What follows belongs to an exercise in optimizing a design on an open flow for small area, a short achievable clock period and few clock cycles; a production flow would make more cautious choices. The RTL was checked by simulation tests, not by an equivalence proof against the original design. Power is estimated from default activity; no workload was simulated.

## flow/design.v (module list and top-level ports; edited modules follow where they fit)
// module ark3_gmul: 17 lines
// module ark3_sub: 17 lines
// module ark3_perm: 8 lines
// module ark3_mix: 17 lines
// module ark3_rt: 9 lines
// module ark3_kc: 1594 lines
// module ark3_enc: 578 lines
// module ark3_core: 135 lines
module ark3_core (
    input  wire         clk,
    input  wire         rst,         
    input  wire         cmd_valid,
    output wire         cmd_ready,
    input  wire [31:0]  cmd_word,
    input  wire [191:0] cmd_data,
    output reg          done,
    output reg  [63:0]  result,
    output wire [15:0]  status
);
  // ...
==> flow/run.sh <==
#!/bin/bash
# synth_recipe.tcl (not shown) runs the flow's synth.tcl, then flattens the netlist and writes it again
# the make line also repeats each setting of config.mk as NAME=value (left out here)
make -C /OpenROAD-flow-scripts/flow DESIGN_CONFIG=/design/flow/config.mk WORK_HOME=/design/flow/orfs CLKGATE_MAP_FILE= SYNTH_SCRIPT=/design/flow/synth_recipe.tcl finish
==> flow/config.mk <==
export PLATFORM = sky130hd
export DESIGN_NAME = ark3_core
export DESIGN_NICKNAME = ark3_core
export VERILOG_FILES = /design/flow/design.v
export SDC_FILE = /design/flow/constraint.sdc
export NUM_CORES = 4
export LEC_CHECK = 0
export CAP_MARGIN = 20
export CORE_MARGIN = 2
export CORE_UTILIZATION = 40
export PLACE_DENSITY = 0.6
export SETUP_SLACK_MARGIN = 5
export SLEW_MARGIN = 20
==> flow/constraint.sdc <==
create_clock -name core_clock -period 10.0 [get_ports {clk}]
set_input_delay 2.0000 -clock core_clock [delete_from_list [all_inputs] [get_ports {clk}]]
set_output_delay 2.0000 -clock core_clock [all_outputs]
set_load 0.01 [all_outputs]
==> impl_metrics.py, run 1 <==
metrics = {
    "status": {
        "status": "finished clean",
    },
    "synthesis": {
        "netlist.area_leader.share": 0.381,
        "syn_area_mm2": 0.0392,
        "yosysMostFrequentCell": "xnor2_1",
        "synth_warnings": 2,
        "yosysSeqAreaShare": 0.198,
        "synth_cells": 4113,
    },
    "critical_path": {
        "crit_required_ns": 10.36,
        "r2r_start": "cfb",
        "worstReg2RegEnd": "ks[7]",
        "max_stage_delay_ns": 0.94,
        "critPathKind": "in -> reg",
        "path_max_fanout": 5,
    },
    "route": {
        "drtIter0Drc": 3936,
        "post-route-drc-count": 0,
        "first_pass_iters": 6,
    },
    "place": {
        "gp_congestion": 1.12,
    },
    "cts": {
        "cts.clk_slew.worst_paths_ns": 0.07,
        "ctsHtreeMaxLevel": 2,
    },
    "global_routing": {
        "grt_max_degree": 81,
        "use_met3": 0.0633,
        "gr-total-overflow": 0,
    },
    "power_and_ir_drop": {
        "clockPowerShare": 0.119,
        "swShare": 0.492,
    },
    "sta": {
        "slew-limit-headroom": 0.186,
        "finalSetupTns_ns": 0,
        "timing.hold.ws_ns": 0.445,
        "worstMarginPinSlew_ns": 1.19,
    },
    "die": {
        "die_y_um": 317,
    },
    "min_path": {
        "min-delay-start": "result[37]",
        "whs_path_depth": 2,
    },
    "finish": {
        "final-seq-area_mm2": 0.00775,
        "drive_above_1_share": 0.112,
        "multi_input_area_share": 0.673,
    },
}
Testbench counts, summed over its fixed seeds: cycles 5,624.
==> run 2, diff against run 1 <==
--- a/flow/config.mk
+++ b/flow/config.mk
@@ -5,6 +5,7 @@
 export SDC_FILE = /design/flow/constraint.sdc
 export NUM_CORES = 4
 export LEC_CHECK = 0
+export ABC_AREA = 1
 export CAP_MARGIN = 20
 export CORE_MARGIN = 2
 export CORE_UTILIZATION = 40
==> impl_metrics.py, run 2 <==
metrics = {
    "cts": {
        "ctsHtreeMaxLevel": 2,
        "insertion_delay_ns": 0.59,
        "clock-sinks": 283,
        "cts_buffer_depth": 3,
        "cts_hold_buffers": 0,
        "cts.clk_slew.worst_paths_ns": 0.06,
        "cts_root_buf": "clkbuf_16",
        "cts_buffers": 34,
        "cts_tree": "built",
    },
    "finish": {
        "final_cell_mix": "1111 x nand2_1, 1045 x xor2_1, 966 x xnor2_1",
        "synthToLayoutAreaGrowth_pct": 17.3,
        "drive_above_1_share": 0.0995,
        "final_common_cell": "nand2_1",
        "fin_nets": 5421,
        "fin_util": 0.475,
        "layout.cells.non_filler": 6495,
    },
    "synthesis": {
        "synth_edf_count": 208,
        "yosysSeqAreaShare": 0.197,
        "avgSynthCellArea_um2": 7.88,
        "ys_ff_latch": 283,
        "syn_area_mm2": 0.0393,
        "synth_common_cells": "1120 x nand2_1, 1111 x xor2_1, 1006 x xnor2_1, 300 x inv_1, 208 x edfxtp_1",
        "ys_types": 55,
        "async_flop_share": 0,
        "yosysMostFrequentCell": "nand2_1",
        "synth_area_leaders": "xor2_1 25%, xnor2_1 22%, edfxtp_1 16%",
        "synth_cells": 4982,
        "netlist.area_leader.share": 0.248,
        "ys.flop_type": "edfxtp_1",
        "yosys.area.top_type": "xor2_1",
        "synth_warnings": 2,
    },
    "critical_path": {
        "max_stage_delay_ns": 0.70,
        "critical_path.slowest_cell": "clkdlybuf4s50_1",
        "start_kind": "primary input",
        "critPathKind": "in -> reg",
        "crit_top_cell": "xor2_1",
        "arrival_ns": 5.56,
        "critPathBufInv": 1,
        "crit_family": "XOR/XNOR gates",
        "path_max_fanout": 6,
        "crit_chain": "clkdlybuf4s50_1 > or2_2 > nand2_1 > xor2_1 > xor2_2 > xnor2_1 > xnor2_1 > xor2_1 > xor2_1",
        "end_kind": "flip-flop",
        "crit_required_ns": 10.30,
    },
    "route": {
        "drtIter0Drc": 4720,
        "vias": 36069,
        "met1Wirelength_mm": 83.2,
        "met2WireLength_mm": 101,
        "wl_per_cell_um": 35.3,
        "vias_per_cell": 5.55,
        "post-route-drc-count": 0,
        "wl_met3_mm": 17.7,
        "drt-total-wl_mm": 229,
        "first_pass_iters": 6,
        "routed.top_layer": "met4",
        "ant_nets": 0,
    },
    "place": {
        "dp_cells": 6420,
        "portBuffers": 302,
        "place_hpwl_mm": 192,
        "gp_congestion": 1.13,
    },
    "sta": {
        "timing.hold.ws_ns": 0.450,
        "max_freq_ghz": 0.190,
        "clock_skew_ns": 0.0346,
        "fin_crit_sh": 0.526,
        "rsz0062_at_grt": "yes",
        "worstMarginPinSlew_ns": 1.35,
        "drv_slew": 0,
        "setup_viol": 0,
        "hold_viol": 0,
        "slew-limit-headroom": 0.0955,
        "finalSetupTns_ns": 0,
        "finalCriticalPeriod_ns": 5.26,
    },
    "global_routing": {
        "antenna_found_initial": 1,
        "grt_pass1_vias": 33910,
        "grt_max_degree": 115,
        "grt_usage": 0.449,
        "gr-total-overflow": 0,
        "grt_pass1_wl_mm": 302,
    },
    "status": {
        "status": "finished clean",
    },
    "die": {
        "fp.dieArea_mm2": 0.101,
        "rows": 114,
        "io_pins": 309,
        "die_y_um": 317,
        "start_util": 0.405,
        "die_w_um": 317,
        "core_mm2": 0.0970,
    },
    "power_and_ir_drop": {
        "ir_drop_mv": 0.0949,
        "p_leak_uw": 0.0189,
        "powerDensity_mw_per_mm2": 216,
    },
    "run": {
        "drv_cap": 0,
    },
    "min_path": {
        "hold_path_class": "reg -> reg",
    },
}
-- run 2: changes by cell type after synthesis, moves of 66 or more --
cell,delta
xor2_1,+535
nand3_1,+151
xnor2_1,-697
o21ai_0,+84
nand2_1,+959
mux2i_1,-183
inv_1,+281
nor2_1,-66
-- run 2: tightest hold or removal path, cell delays in order (launching register included) --
cell     delay (ns)
dfxtp_1        0.31
nand2_1        0.06
nand2_1        0.04
-- run 2: worst paths after layout --
| kind | start | endpoint | slack (ns) | depth (start not counted) |
|---|---|---|---|---|
| setup / recovery | cmd_data[176] | kc[1] | 4.74 | 9 |
| setup reg to reg | cfb | ks[6] | 5.12 | 19 |
| hold reg to reg | result[11] | result[11] | 0.45 | 2 |
| hold / removal | result[11] | result[11] | 0.45 | 2 |
-- run 2: through the flow --
step           power (µW)  worst slack [ns]  cell area, µm²
6_report             9950              4.74           46100
5_1_grt             10200              4.84           46100
4_1_cts              9700              4.91           45700
3_5_place_dp         8220              3.47           43700
3_3_place_gp         8250              2.99           43600
2_1_floorplan        5730              4.99           39300
-- run 2: layout make-up --
type | count | area [µm²]
Antenna cell | 1 | 2.50
Clock buffer | 42 | 933
Clock inverter | 20 | 273
Fill cell | 9697 | 50900
Inverter | 310 | 1170
Multi-Input combinational cell | 4142 | 30300
Sequential cell | 283 | 7750
Tap cell | 1276 | 1600
Timing Repair Buffer | 421 | 4010
-- run 2: logic make-up (layout without fill, tap and decap cells) --
| group | after synthesis | count (layout) | share of synthesized area |
|---|---|---|---|
| simple gates | 1464 | 1464 | 0.152 |
| buf+inv | 562 | 793 | 0.0600 |
| compound gates | 457 | 457 | 0.0730 |
| other cells | 1 | 7 | 0.0000955 |
| fa+ha+maj | 2 | 2 | 0.000637 |
| flops | 283 | 283 | 0.197 |
| xor+xnor | 2213 | 2213 | 0.517 |
-- run 2: repair_timing --
item	in CTS	in global routing
buffers inserted	6	4
setup endpoints to repair	190	173
pin swaps	5	3
resized for setup	129	38
-- run 2: where the power goes --
group          internal [µW]  switching [µW]
combinational           2380            4580
clock                    807             577
sequential              1550            53.9
total                   4740            5210
-- run 2: layer usage --
| layer | vias up | global-route usage |
|---|---|---|
| met3 | 676 | 0.0822 |
| met5 | - | 0 |
| met4 | 0 | 0.412 |
| met1 | 17257 | 0.514 |
| li1 | 15827 | - |
| met2 | 2309 | 0.712 |
==> module ark3_core, before the edit <==
module ark3_core (
    input  wire         clk,
    input  wire         rst,         
    input  wire         cmd_valid,
    output wire         cmd_ready,
    input  wire [31:0]  cmd_word,
    input  wire [191:0] cmd_data,
    output reg          done,
    output reg  [63:0]  result,
    output wire [15:0]  status
);
    localparam [7:0] OP_NOP     = 8'h00, OP_GFMUL  = 8'h01, OP_GFADD  = 8'h02,
                     OP_SBOX    = 8'h08, OP_SUB    = 8'h09, OP_PERM   = 8'h0A,
                     OP_MIX     = 8'h0B, OP_RT     = 8'h0C,
                     OP_BSETKEY = 8'h10, OP_BENC   = 8'h11, OP_BDEC   = 8'h12,
                     OP_CSETKEY = 8'h20, OP_CENC   = 8'h21, OP_CDEC   = 8'h22;
    localparam [3:0] E_NONE = 4'd0, E_ILLEGAL_OP = 4'd1, E_RSVD_FIELD = 4'd2,
                     E_BAD_INDEX = 4'd3, E_NO_KEY = 4'd4, E_NO_CFB = 4'd5,
                     E_UNIMPLEMENTED = 4'd6;
    reg [63:0]  kc;            
    reg [63:0]  ks;            
    reg         keyed;
    reg         cfb_rdy;
    reg [3:0]  kpos;
    reg [3:0]  err;
    reg         busy;
    reg [63:0]  xr;            
    reg [3:0]   perr;          
    reg         c_mul, c_add, c_sbox, c_sub, c_perm, c_mix, c_rt;
    reg         c_bset, c_benc, c_cset, c_cenc, c_cdec;
    reg         cfb, regen;    
    assign cmd_ready = !rst && !busy;
    assign status    = {4'b0000, kpos, err, 1'b0, cfb_rdy, keyed, busy};
    wire [7:0]  op  = cmd_word[7:0];
    wire [3:0]  idx = cmd_word[11:8];
    wire [19:0] rsv = cmd_word[31:12];
    reg op_legal;
    always @* begin
        case (op)
            OP_NOP, OP_GFMUL, OP_GFADD, OP_SBOX, OP_SUB, OP_PERM, OP_MIX, OP_RT,
            OP_BSETKEY, OP_BENC, OP_BDEC, OP_CSETKEY, OP_CENC, OP_CDEC: op_legal = 1'b1;
            default: op_legal = 1'b0;
        endcase
    end
    reg [3:0] dec_err;
    always @* begin
        if (!op_legal)                                  dec_err = E_ILLEGAL_OP;
        else if (rsv != 20'd0)                          dec_err = E_RSVD_FIELD;
        else if (op != OP_SBOX && idx != 4'd0)          dec_err = E_RSVD_FIELD;
        else if (op == OP_SBOX && (idx == 4'd0 || idx > 4'd8)) dec_err = E_BAD_INDEX;
        else if (op == OP_BDEC)                         dec_err = E_UNIMPLEMENTED;
        else if (op == OP_BENC && !keyed)               dec_err = E_NO_KEY;
        else if ((op == OP_CENC || op == OP_CDEC) && !cfb_rdy) dec_err = E_NO_CFB;
        else                                            dec_err = E_NONE;
    end
    wire ok = (dec_err == E_NONE);
    wire [63:0] kc_in;
    ark3_kc u_kc (.k(cmd_data[191:64]), .y(kc_in));
    wire [7:0] opa = xr[7:0];
    wire [7:0] mul_p;
    ark3_gmul u_gmul (.a(opa), .b(xr[15:8]), .p(mul_p));
    wire [63:0] sub_y, perm_y, subperm_y, mix_y;
    ark3_sub  u_sub   (.x(xr), .y(sub_y));
    ark3_perm u_perm  (.x(xr), .y(perm_y));
    ark3_perm u_perm2 (.x(sub_y), .y(subperm_y));
    ark3_mix  u_mix   (.x(c_rt ? subperm_y : xr), .y(mix_y));
    wire [63:0] enc_y;
    ark3_enc u_enc (.x(cfb ? ks : xr), .kc(kc), .y(enc_y));
    wire [63:0] kbuf    = regen ? enc_y : ks;
    wire [7:0]  cfb_out = opa ^ kbuf[63:56];
    wire [7:0]  cfb_fb  = c_cenc ? cfb_out : opa;
    reg [63:0] res_ok;
    always @* begin
        res_ok = 64'd0;
        if (c_mul)  res_ok = {56'd0, mul_p};
        if (c_add)  res_ok = {56'd0, opa ^ xr[15:8]};
        if (c_sbox) res_ok = {56'd0, mul_p ^ 8'h63};
        if (c_sub)  res_ok = sub_y;
        if (c_perm) res_ok = perm_y;
        if (c_mix | c_rt) res_ok = mix_y;
        if (c_benc) res_ok = enc_y;
        if (cfb)    res_ok = {56'd0, cfb_out};
    end
    always @(posedge clk) begin
        done <= 1'b0;
        if (rst) begin
            busy    <= 1'b0;
            result  <= 64'd0;
            err     <= E_NONE;
            keyed   <= 1'b0;
            cfb_rdy <= 1'b0;
            kpos    <= 4'd8;
        end else if (!busy) begin
            if (cmd_valid) begin
                busy   <= 1'b1;
                xr     <= {cmd_data[63:16],
                           (op == OP_SBOX) ? (8'hC0 ^ {4'h0, idx}) : cmd_data[15:8],
                           cmd_data[7:0]};
                perr   <= dec_err;
                c_mul  <= ok && op == OP_GFMUL;
                c_add  <= ok && op == OP_GFADD;
                c_sbox <= ok && op == OP_SBOX;
                c_sub  <= ok && op == OP_SUB;
                c_perm <= ok && op == OP_PERM;
                c_mix  <= ok && op == OP_MIX;
                c_rt   <= ok && op == OP_RT;
                c_bset <= ok && op == OP_BSETKEY;
                c_benc <= ok && op == OP_BENC;
                c_cset <= ok && op == OP_CSETKEY;
                c_cenc <= ok && op == OP_CENC;
                c_cdec <= ok && op == OP_CDEC;
                cfb    <= ok && (op == OP_CENC || op == OP_CDEC);
                regen  <= ok && (op == OP_CENC || op == OP_CDEC) && kpos[3];
                if (ok && (op == OP_BSETKEY || op == OP_CSETKEY))
                    kc  <= kc_in;
                if (ok && op == OP_CSETKEY)
                    ks  <= cmd_data[63:0];
            end
        end else begin
            busy   <= 1'b0;
            done   <= 1'b1;
            err    <= perr;
            result <= res_ok;
            if (c_bset | c_cset) begin
                keyed   <= 1'b1;
                cfb_rdy <= c_cset;
                if (c_cset) kpos <= 4'd8;
            end
            if (cfb) begin
                ks   <= {kbuf[55:0], cfb_fb};
                kpos <= regen ? 4'd1 : kpos + 4'd1;
            end
        end
    end
endmodule
==> run 3, diff against run 2 <==
--- a/flow/design.v
+++ b/flow/design.v
@@ -2265,6 +2265,7 @@
     reg [3:0]  err;
     reg         busy;
     reg [63:0]  xr;            
+    reg [7:0]   abyte;         
     reg [3:0]   perr;          
     reg         c_mul, c_add, c_sbox, c_sub, c_perm, c_mix, c_rt;
     reg         c_bset, c_benc, c_cset, c_cenc, c_cdec;
@@ -2296,7 +2297,7 @@
     wire ok = (dec_err == E_NONE);
     wire [63:0] kc_in;
     ark3_kc u_kc (.k(cmd_data[191:64]), .y(kc_in));
-    wire [7:0] opa = xr[7:0];
+    wire [7:0] opa = abyte;
     wire [7:0] mul_p;
     ark3_gmul u_gmul (.a(opa), .b(xr[15:8]), .p(mul_p));
     wire [63:0] sub_y, perm_y, subperm_y, mix_y;
@@ -2305,8 +2306,8 @@
     ark3_perm u_perm2 (.x(sub_y), .y(subperm_y));
     ark3_mix  u_mix   (.x(c_rt ? subperm_y : xr), .y(mix_y));
     wire [63:0] enc_y;
-    ark3_enc u_enc (.x(cfb ? ks : xr), .kc(kc), .y(enc_y));
-    wire [63:0] kbuf    = regen ? enc_y : ks;
+    ark3_enc u_enc (.x(xr), .kc(kc), .y(enc_y));
+    wire [63:0] kbuf    = regen ? enc_y : xr;
     wire [7:0]  cfb_out = opa ^ kbuf[63:56];
     wire [7:0]  cfb_fb  = c_cenc ? cfb_out : opa;
     reg [63:0] res_ok;
@@ -2333,7 +2334,11 @@
         end else if (!busy) begin
             if (cmd_valid) begin
                 busy   <= 1'b1;
-                xr     <= {cmd_data[63:16],
+                abyte  <= cmd_data[7:0];
+                if (op == OP_CENC || op == OP_CDEC)
+                    xr <= ks;
+                else
+                    xr <= {cmd_data[63:16],
                            (op == OP_SBOX) ? (8'hC0 ^ {4'h0, idx}) : cmd_data[15:8],
                            cmd_data[7:0]};
                 perr   <= dec_err;
--- a/flow/config.mk
+++ b/flow/config.mk
@@ -5,7 +5,6 @@
 export SDC_FILE = /design/flow/constraint.sdc
 export NUM_CORES = 4
 export LEC_CHECK = 0
-export ABC_AREA = 1
 export CAP_MARGIN = 20
 export CORE_MARGIN = 2
 export CORE_UTILIZATION = 40
==> impl_metrics.py, run 3 <==
metrics = {
    "status": {
        "status": "finished clean",
    },
    "sta": {
        "rsz0062_at_grt": "yes",
        "slew-limit-headroom": 0.141,
        "fin_crit_sh": 0.518,
        "finalSetupTns_ns": 0,
        "hold_viol": 0,
        "max_freq_ghz": 0.193,
        "worstMarginPinSlew_ns": 1.28,
        "drv_slew": 0,
        "clock_skew_ns": 0.0313,
        "setup_viol": 0,
        "finalCriticalPeriod_ns": 5.18,
    },
    "die": {
        "io_pins": 309,
        "rows": 112,
        "core_mm2": 0.0936,
        "start_util": 0.405,
        "die_w_um": 312,
        "die_y_um": 312,
        "fp.dieArea_mm2": 0.0971,
    },
    "place": {
        "place_hpwl_mm": 154,
        "gp_congestion": 1.10,
        "portBuffers": 302,
    },
    "finish": {
        "final_common_cell": "xnor2_1",
        "drive_above_1_share": 0.119,
        "n_fill_cell": 9071,
        "synthToLayoutAreaGrowth_pct": 16.5,
        "final_cell_mix": "1668 x xnor2_1, 406 x xor2_1, 282 x clkdlybuf4s50_1",
        "fin_util": 0.471,
        "fin_nets": 4288,
    },
    "global_routing": {
        "grt_pass1_wl_mm": 254,
        "grt_pass1_vias": 29026,
        "antenna_found_initial": 1,
        "grt_usage": 0.382,
        "gr-total-overflow": 0,
        "grt_max_degree": 79,
    },
    "synthesis": {
        "async_flop_share": 0,
        "avgSynthCellArea_um2": 9.77,
        "ys_ff_latch": 291,
        "synth_area_leaders": "xnor2_1 40%, edfxtp_1 17%, xor2_1 9.9%",
        "yosysMostFrequentCell": "xnor2_1",
        "synth_warnings": 2,
        "synth_edf_count": 216,
        "synth_compound_area_frac": 0.0637,
        "synth-xor-area-share": 0.587,
        "ys.flop_type": "edfxtp_1",
        "synth_common_cells": "1713 x xnor2_1, 426 x xor2_1, 216 x edfxtp_1, 156 x nor2_1, 151 x nand2_1",
        "syn_area_mm2": 0.0379,
        "synth_cells": 3875,
        "synth_top_family_by_area": "XOR/XNOR gates",
        "synth_simple_gate_area_frac": 0.0434,
        "synth_fa_ha_area_frac": 0.000661,
        "yosysSeqAreaShare": 0.211,
        "yosys.area.top_type": "xnor2_1",
        "ys_types": 73,
        "synthMuxAreaShare": 0.0522,
        "netlist.area_leader.share": 0.396,
    },
    "critical_path": {
        "start_kind": "primary input",
        "end_kind": "flip-flop",
        "arrival_ns": 5.47,
        "crit_required_ns": 10.29,
        "path_max_fanout": 5,
        "critPathKind": "in -> reg",
    },
    "power_and_ir_drop": {
        "ir_drop_mv": 0.112,
        "p_leak_uw": 0.0150,
        "p_total_uw": 10500,
        "powerDensity_mw_per_mm2": 239,
    },
    "route": {
        "first_pass_iters": 6,
        "ant_nets": 0,
        "drtIter0Drc": 3578,
        "drt-total-wl_mm": 191,
        "post-route-drc-count": 0,
        "vias_per_cell": 5.49,
        "wl_per_cell_um": 35.8,
        "vias": 29337,
    },
    "cts": {
        "insertion_delay_ns": 0.57,
        "clock-sinks": 291,
        "ctsHtreeMaxLevel": 2,
        "cts_tree": "built",
        "cts_buffers": 34,
        "cts_root_buf": "clkbuf_16",
        "cts.clk_slew.worst_paths_ns": 0.06,
        "cts_buffer_depth": 3,
    },
    "run": {
        "drv_cap": 0,
    },
    "min_path": {
        "hold_path_class": "reg -> reg",
    },
}
==> run 3: worst paths after layout <==
path | cells past startpoint | slack (ns) | from | to
max | 10 | 4.82 | cmd_data[186] | kc[48]
min | 2 | 0.44 | result[22] | result[22]
max reg2reg | 8 | 6.06 | xr[63] | ks[6]
min reg2reg | 2 | 0.44 | result[22] | result[22]
==> run 3: cell type report <==
| class | instances | area [µm²] | share of cell area |
|---|---|---|---|
| Clock buffer | 43 | 926 | 0.0210 |
| Antenna cell | 2 | 5.00 | 0.000113 |
| Sequential cell | 291 | 7990 | 0.181 |
| Timing Repair Buffer | 454 | 4310 | 0.0977 |
| Clock inverter | 18 | 129 | 0.00292 |
| Tap cell | 1254 | 1570 | 0.0356 |
| Inverter | 20 | 76.3 | 0.00173 |
| Multi-Input combinational cell | 3258 | 29100 | 0.660 |
==> run 3: critical path, cell delays in order <==
cell and delay (ns):
clkdlybuf4s50_1 0.46, buf_4 0.30, xor2_4 0.21, xnor2_1 0.70
xor2_1 0.21, xnor2_2 0.42, xnor2_1 0.23, xnor2_1 0.48
xnor2_1 0.26, xnor2_1 0.19
==> run 3: timing repair <==
| action | 4_1_cts | 5_1_grt |
|---|---|---|
| cloned | 1 | 1 |
| pin swaps | 8 | 6 |
| gates resized for setup | 80 | 26 |
| hold buffers | 0 | 0 |
| buffers inserted | 13 | 14 |
| setup endpoints to repair | 123 | 160 |
==> run 3: cell families after synthesis <==
kind of cell / count (synthesis)
xor gates and xnor gates: 2309
DFF: 291
other: 1
muxes: 184
adders and majority gates: 2
and+or+nand+nor: 381
buffers and inverters: 331
AOI/OAI and AO/OA: 376
==> run 3: per-stage QoR <==
stage | hold slack, ns | std cells | cell area (µm²) | worst slack, ns
6_report | 0.442 | 5340 | 44100 | 4.82
5_1_grt | 0.467 | 5339 | 44100 | 4.91
4_1_cts | 0.445 | 5323 | 43800 | 4.89
3_5_place_dp | 0.435 | 5248 | 42000 | 3.60
3_3_place_gp | 0.434 | 5248 | 42000 | 3.56
2_1_floorplan | 0.436 | 3880 | 37900 | 4.51
==> run 3: power breakdown <==
| group | switching, µW | internal [µW] | leakage [µW] | total [µW] |
|---|---|---|---|---|
| clock | 545 | 687 | 0.000515 | 1230 |
| combinational | 4460 | 3160 | 0.0120 | 7620 |
| sequential | 62.7 | 1620 | 0.00258 | 1680 |
==> run 3: layer usage <==
metal / global-route usage / up-vias / routed length [µm]
li1: - / 12908 / -
met1: 0.460 / 14156 / 72300
met2: 0.603 / 1734 / 85100
met3: 0.0587 / 539 / 14400
met4: 0.318 / 0 / 19300
met5: 0 / - / 0
Testbench counts of run 3, summed over its fixed seeds: cycles 5,624.
==> run 4, diff against run 3 <==
==> flow/flow/run.sh (new file) <==
#!/bin/bash
set -euo pipefail
bash standard.sh SETUP_SLACK_MARGIN=5.5 finish > orfs_flow.log 2>&1
==> flow/standard.sh (new file) <==
#!/bin/bash
# synth_recipe.tcl (not shown) runs the flow's synth.tcl, then flattens the netlist and writes it again
# the make line also repeats each setting of config.mk as NAME=value (left out here)
make -C /OpenROAD-flow-scripts/flow DESIGN_CONFIG=/design/flow/config.mk WORK_HOME=/design/flow/orfs CLKGATE_MAP_FILE= SYNTH_SCRIPT=/design/flow/synth_recipe.tcl "${@:-finish}"
removed: flow/run.sh
==> impl_metrics.py, run 4 <==
metrics = {
    "cts": {
        "cts.clk_slew.worst_paths_ns": 0.06,
        "cts_buffers": 35,
        "cts_hold_buffers": 0,
        "insertion_delay_ns": 0.58,
        "ctsHtreeMaxLevel": 2,
        "clock-sinks": 291,
        "cts_root_buf": "clkbuf_16",
        "cts_tree": "built",
        "cts_buffer_depth": 3,
    },
    "synthesis": {
        "synth_edf_count": 216,
        "yosys.area.top_type": "xnor2_1",
        "netlist.area_leader.share": 0.396,
        "ys_ff_latch": 291,
        "avgSynthCellArea_um2": 9.77,
        "ys_types": 73,
        "yosysSeqAreaShare": 0.211,
        "ys.flop_type": "edfxtp_1",
        "syn_area_mm2": 0.0379,
        "synth_area_leaders": "xnor2_1 40%, edfxtp_1 17%, xor2_1 9.9%",
        "yosysMostFrequentCell": "xnor2_1",
        "synth_cells": 3875,
        "synth_common_cells": "1713 x xnor2_1, 426 x xor2_1, 216 x edfxtp_1, 156 x nor2_1, 151 x nand2_1",
        "synth_warnings": 2,
        "async_flop_share": 0,
    },
    "power_and_ir_drop": {
        "p_total_uw": 11000,
        "combPwrFrac": 0.723,
        "ir_drop_mv": 0.140,
        "p_leak_uw": 0.0164,
        "clockPowerShare": 0.125,
        "p_sw_uw": 5200,
        "p_int_uw": 5790,
        "p_seq_frac": 0.152,
        "swShare": 0.473,
        "powerDensity_mw_per_mm2": 235,
    },
    "finish": {
        "final_cell_area_mm2": 0.0468,
        "multi_input_area_mm2": 0.0306,
        "fin_nets": 4383,
        "synthToLayoutAreaGrowth_pct": 23.5,
        "drive_above_1_share": 0.180,
        "final_cell_mix": "1579 x xnor2_1, 377 x xor2_1, 216 x edfxtp_1",
        "final_common_cell": "xnor2_1",
        "layout.cells.non_filler": 5435,
        "final-seq-area_mm2": 0.00799,
        "diodes": 0,
        "n_fill_cell": 8915,
    },
    "critical_path": {
        "end_kind": "flip-flop",
        "path_max_fanout": 6,
        "critPathKind": "in -> reg",
        "crit_required_ns": 10.32,
        "start_kind": "primary input",
        "arrival_ns": 4.92,
    },
    "sta": {
        "drv_slew": 0,
        "rsz0062_at_grt": "yes",
        "setup_viol": 0,
        "max_freq_ghz": 0.217,
        "fin_crit_sh": 0.460,
        "finalCriticalPeriod_ns": 4.60,
        "finalSetupTns_ns": 0,
        "slew-limit-headroom": 0.276,
        "clock_skew_ns": 0.0330,
        "hold_viol": 0,
        "worstMarginPinSlew_ns": 1.08,
    },
    "global_routing": {
        "grtUsageMet2": 0.655,
        "grt_usage": 0.402,
        "use_met3": 0.0424,
        "gr-total-overflow": 0,
        "grt_pass1_vias": 29586,
        "antenna_found_initial": 1,
        "grt_pass1_wl_mm": 265,
        "grt_max_degree": 93,
        "busiest_layer": "met2",
        "use_met1": 0.475,
    },
    "die": {
        "core_mm2": 0.0936,
        "io_pins": 309,
        "rows": 112,
        "die_y_um": 312,
        "fp.dieArea_mm2": 0.0971,
        "die_w_um": 312,
        "start_util": 0.405,
    },
    "place": {
        "dp_cells": 5264,
        "portBuffers": 302,
        "place_hpwl_mm": 160,
        "place_area_mm2": 0.0422,
        "gp_congestion": 1.06,
    },
    "status": {
        "status": "finished clean",
    },
    "route": {
        "wl_per_cell_um": 36.6,
        "ant_nets": 0,
        "post-route-drc-count": 0,
        "drt-total-wl_mm": 199,
        "vias_per_cell": 5.45,
        "first_pass_iters": 5,
        "drtIter0Drc": 3407,
        "vias": 29604,
    },
    "run": {
        "drv_cap": 0,
    },
    "min_path": {
        "hold_path_class": "reg -> reg",
    },
}
-- run 4: cell counts after synthesis --
No cell type changed its count.
-- run 4: critical path: stages --
cell             delay (ns)
clkdlybuf4s50_1        0.78
xnor2_1                0.65
xnor2_1                0.19
xnor2_1                0.19
xnor2_1                0.54
xnor2_1                0.22
xnor2_1                0.23
xnor2_1                0.09
-- run 4: timing repair --
action,4_1_cts,5_1_grt
endpoints found under the hold margin,0,0
setup buffers,90,11
resized for setup,367,79
cloned,6,0
endpoints found under the setup margin,241,159
pin swaps,52,12
-- run 4: cell type report --
type                       instances  share of cell area
multi-input combinational       3259               0.656
sequential                       291               0.171
clock inverter                    19             0.00417
timing repair buffer             546               0.112
clock buffer                      45              0.0220
tap                             1254              0.0336
inverter                          20             0.00169
timing repair inverter             1            0.000161
-- run 4: power by group through the flow --
stage          sequential (µW)  clock [µW]  combinational, µW
4_1_cts                   1670        1400               7750
5_1_grt                   1680        1430               8180
3_5_place_dp              1700           0               7370
6_report                  1670        1370               7950
3_3_place_gp              1700           0               7370
2_1_floorplan             1660           0               4970
-- run 4: routing by layer --
layer | up-vias | share of wire
met5 | - | 0.000075
li1 | 13088 | -
met4 | 2 | 0.11
met2 | 1664 | 0.46
met1 | 14330 | 0.37
met3 | 520 | 0.063
-- run 4: kinds of logic (layout without fill, tap and decap cells) --
family,count (synthesis),in the layout,synth area share
adders and majority gates,2,2,0.000661
xor gates and xnor gates,2309,2309,0.587
and+or+nand+nor,381,382,0.0434
muxes,184,184,0.0522
DFF,291,291,0.211
AOI/OAI and AO/OA,376,376,0.0637
buffers and inverters,331,631,0.0417
other,1,6,0.0000990
-- run 4: metrics by stage --
| step | hold WS (ns) | util | setup WS, ns |
|---|---|---|---|
| 2_1_floorplan | 0.436 | - | 4.51 |
| 3_3_place_gp | 0.431 | 0.450 | 3.59 |
| 3_5_place_dp | 0.436 | 0.450 | 3.55 |
| 4_1_cts | 0.452 | 0.494 | 5.42 |
| 5_1_grt | 0.466 | 0.499 | 5.41 |
| 6_report | 0.449 | 0.499 | 5.40 |
-- run 4: path summary, 6_finish.rpt --
check / start / end / slack (ns) / cells after the start
max: cmd_data[114] / kc[33] / 5.40 / 8
min: result[23] / result[23] / 0.45 / 2
max reg2reg: xr[21] / ks[1] / 6.04 / 8
min reg2reg: result[23] / result[23] / 0.45 / 2

[separate check: timing with driven ports]
Ports are ideal in the flow. The routed layouts listed here were re-timed in OpenROAD.
Step 1 sets driving cells, clkbuf_16 on the clock port and buf_2 on the other inputs (assumed; they add their load-dependent delay and slew).
Step 2, shift: input delay + t, output delay - t, t = (earliest + latest rising clock arrival at the registers) / 2. This alone moves slack from input paths to output paths.
Slacks: ideal ports / drivers / drivers and shift; pairs: ideal ports / drivers.
run	t (ns)	setup slack, ns	worst hold slack (ns)	worst register clock-pin slew, ns
run 1	0.619	4.838 / 4.867 / 4.247	0.445 / 0.445 / 0.445	0.07 / 0.07
run 2	0.643	4.744 / 4.794 / 4.151	0.450 / 0.450 / 0.450	0.07 / 0.07
run 3	0.613	4.821 / 4.846 / 4.233	0.442 / 0.442 / 0.442	0.07 / 0.07
run 4	0.625	5.399 / 5.431 / 4.805	0.449 / 0.449 / 0.449	0.08 / 0.08
After both steps every run listed still meets setup and hold. The setup slack of run 4, which loses most, moves by +0.032 ns with the drivers and by -0.594 ns with both steps.
